This is an optimization exercise on Yosys and OpenROAD, whose aim is small area, a short achievable clock period and few clock cycles per item, not a production implementation.
RTL that was checked went through simulation tests only; none was proved equivalent to the original.
Power is estimated from default activity; no workload was simulated.

build 16:
==> flow/design.v <==
module rm_decoder (
    input  wire       clk,
    input  wire       rst,
    input  wire       in_valid,
    input  wire [7:0] in_data,
    input  wire       in_eos,
    output wire       in_ready,
    output wire       out_valid,
    output wire [7:0] out_data,
    output wire       out_eos,
    input  wire       out_ready
);
    reg       h_v, h_eos;        
    reg [7:0] h_d;
    reg       s_v, s_eos;        
    reg [7:0] s_d;
    reg       rdy;               
    wire      pop;
    wire      push = in_valid & rdy;
    assign in_ready = rdy;
    always @(posedge clk) begin
        if (rst) begin
            h_v <= 1'b0;
            s_v <= 1'b0;
            rdy <= 1'b1;
        end else begin
            if (pop | ~h_v) begin
                h_v <= s_v | push;
                s_v <= 1'b0;
                rdy <= 1'b1;
            end else if (push) begin
                s_v <= 1'b1;
                rdy <= 1'b0;
            end
        end
    end
    always @(posedge clk) begin
        if (pop | ~h_v) begin
            h_d   <= s_v ? s_d   : in_data;
            h_eos <= s_v ? s_eos : in_eos;
        end
        if (rdy) begin
            s_d   <= in_data;
            s_eos <= in_eos;
        end
    end
    reg        st_cnt, st_val, st_mask, st_lit, st_skip;    
    reg [1:0]  mcnt;         
    reg [7:0]  ecount;       
    reg [7:0]  val;          
    reg [4:0]  lc;           
    reg [31:0] filled;       
    reg [7:0]  buf_q [0:31];
    reg        rd;           
    reg [4:0]  idx;          
    reg [3:0]  sel_lo;       
    reg [7:0]  sel_hi;       
    reg        eos_pend;     
    reg        o_v, o_eos;
    reg [7:0]  o_d;
    wire       o_adv = ~o_v | out_ready;
    wire [31:0] below;       
    genvar g;
    assign below[0] = 1'b1;
    generate
        for (g = 1; g < 32; g = g + 1) begin : g_pre
            assign below[g] = &filled[g-1:0];
        end
    endgenerate
    wire [31:0] nxt_lit = ~filled & below;
    wire        all_filled = &filled;
    wire mask_ok = ~rd | (idx[4:3] > mcnt);
    reg  lit_ok_r;
    wire lit_ok  = ~rd | lit_ok_r;
    wire c_eos  = h_v & h_eos & ~eos_pend;
    wire h_dat  = h_v & ~h_eos;
    wire c_cnt  = h_dat & st_cnt;
    wire c_val  = h_dat & st_val;
    wire c_mask = h_dat & st_mask & mask_ok;
    wire c_lit  = h_dat & st_lit & lit_ok & ~all_filled;
    wire c_skip = h_dat & st_skip;
    assign pop  = c_eos | c_cnt | c_val | c_mask | c_lit | c_skip;
    wire one_left   = &(filled | nxt_lit);
    wire chunk_done = st_lit & ~eos_pend & (all_filled | (c_lit & one_left));
    wire [7:0] wd = st_lit ? h_d : val;
    reg [31:0] we;
    integer i;
    always @(*) begin
        for (i = 0; i < 32; i = i + 1)
            we[i] = (c_mask & (mcnt == i[4:3]) & h_d[7 - i[2:0]]) | (c_lit & nxt_lit[i]);
    end
    always @(posedge clk) begin
        for (i = 0; i < 32; i = i + 1)
            if (we[i]) buf_q[i] <= wd;
    end
    always @(posedge clk) begin
        if (c_val) val <= h_d;
        if (c_cnt) begin
            filled <= 32'd0;
            ecount <= h_d;
            mcnt   <= 2'd0;
            lc     <= 5'd0;
        end else begin
            if (c_mask | c_lit) filled <= filled | we;
            if (c_mask) mcnt <= mcnt + 2'd1;
            if (c_mask & (mcnt == 2'd3)) ecount <= ecount - 8'd1;
            if (c_lit) lc <= lc + 5'd1;
        end
        lit_ok_r <= c_cnt ? (idx > 5'd1) : ({1'b0, lc} + 6'd1 < {1'b0, idx});
    end
    wire cnt_ff = (h_d == 8'hFF);
    wire cnt_00 = (h_d == 8'h00);
    wire last_e = (ecount == 8'd1);
    always @(posedge clk) begin
        if (rst) begin
            st_cnt <= 1'b1; st_val <= 1'b0; st_mask <= 1'b0; st_lit <= 1'b0; st_skip <= 1'b0;
        end else if (c_eos | chunk_done) begin
            st_cnt <= 1'b1; st_val <= 1'b0; st_mask <= 1'b0; st_lit <= 1'b0; st_skip <= 1'b0;
        end else begin
            if (c_cnt) begin
                st_cnt  <= 1'b0;
                st_skip <= cnt_ff;
                st_lit  <= cnt_00;
                st_val  <= ~cnt_ff & ~cnt_00;
            end
            if (c_val) begin
                st_val  <= 1'b0;
                st_mask <= 1'b1;
            end
            if (c_mask & (mcnt == 2'd3)) begin
                st_mask <= 1'b0;
                st_lit  <= last_e;
                st_val  <= ~last_e;
            end
        end
    end
    always @(posedge clk) begin
        if (rst) begin
            rd  <= 1'b0;
            idx <= 5'd0;
            sel_lo <= 4'b0001;
            sel_hi <= 8'b00000001;
            o_v <= 1'b0;
            o_eos <= 1'b0;
            eos_pend <= 1'b0;
        end else begin
            if (chunk_done) rd <= 1'b1;
            if (c_eos) eos_pend <= 1'b1;
            if (o_adv) begin
                if (rd) begin
                    o_v   <= 1'b1;
                    o_eos <= 1'b0;
                    idx   <= idx + 5'd1;
                    sel_lo <= {sel_lo[2:0], sel_lo[3]};
                    if (sel_lo[3]) sel_hi <= {sel_hi[6:0], sel_hi[7]};
                    if (idx == 5'd31) rd <= 1'b0;
                end else if (eos_pend) begin
                    o_v   <= 1'b1;
                    o_eos <= 1'b1;
                    eos_pend <= 1'b0;
                end else begin
                    o_v   <= 1'b0;
                end
            end
        end
    end
    reg [7:0] rdata;
    always @(*) begin
        rdata = 8'd0;
        for (i = 0; i < 32; i = i + 1)
            rdata = rdata | ({8{sel_hi[i >> 2] & sel_lo[i & 3]}} & buf_q[i]);
    end
    always @(posedge clk) begin
        if (o_adv & rd) o_d <= rdata;
    end
    assign out_valid = o_v;
    assign out_data  = o_d;
    assign out_eos   = o_eos;
endmodule
clock: 7.0 ns
lec_check: 0
cap_margin: 20
core_margin: 2
core_utilization: 60
cts_buf_list: sky130_fd_sc_hd__clkbuf_4 sky130_fd_sc_hd__clkbuf_8
setup_slack_margin: 4.6
slew_margin: 20
run.sh (not shown) runs the stock make flow with config.mk's settings and CLKGATE_MAP_FILE= SYNTH_SCRIPT=/design/flow/synth_recipe.tcl, a recipe that flattens the netlist after the stock synthesis.
Input-level comparison between build 37 and build 16:
-- flow/design.v --
<<< build 16, line 172
    end
    always @(posedge clk) begin
        if (o_adv & rd) o_d <= rdata;
    end
    assign out_valid = o_v;
>>> build 37, line 172
    end
    always @(posedge clk) begin
        if (rst)
            o_d <= 8'd0;
        else if (o_adv & rd)
            o_d <= rdata;
    end
    assign out_valid = o_v;
## What came out
Per the comparison of build 37 with build 16, synthesized net count higher, growth of design area from synthesis to finish lower, overall die area higher, total power lower, worst vdd rail ir drop higher. Build 16 has lower post-synthesis cell area than build 37. Cmp build 16 and build 37 / setup slack / higher: build 37. Between build 16 and build 37, number of buffers created by CTS is higher for build 37, build 16 comes in under that. Build 37 ended up with a higher total wire length after detailed routing than build 16 did.
Testbench counts of build 37, summed over its fixed seeds: cycles 36,148, bytes 27,072.
No functional check of the RTL was part of build 16.

## re-timing with driven ports
No port has a modelled driver above. Below, the same layouts with a new extraction and two added sets of constraints. Step 1 sets driving cells, clkbuf_16 on the clock port and buf_2 on the other inputs (assumed; they add their load-dependent delay and slew). Step 2 adds t to the input delays and takes it off the output delays; t is the mean of the earliest and latest rising clock arrival at the registers after step 1. Input paths then give back, and output paths get back, about the clock's delay inside the block. a / b / c = ideal / step 1 / step 2; a / b = the first two.
| run | t (ns) | setup slack, ns | worst setup path at the end | worst data-port slew with drivers (ns) |
|---|---|---|---|---|
| build 16 | 0.618 | 4.375 / 4.332 / 4.076 | input to register | 0.03 |
| build 37 | 0.621 | 4.543 / 4.499 / 4.033 | input to register | 0.03 |
After both steps every run listed still meets setup and hold. For build 37, which loses most, drivers alone change the setup slack by -0.044 ns; drivers and shift together by -0.510 ns.
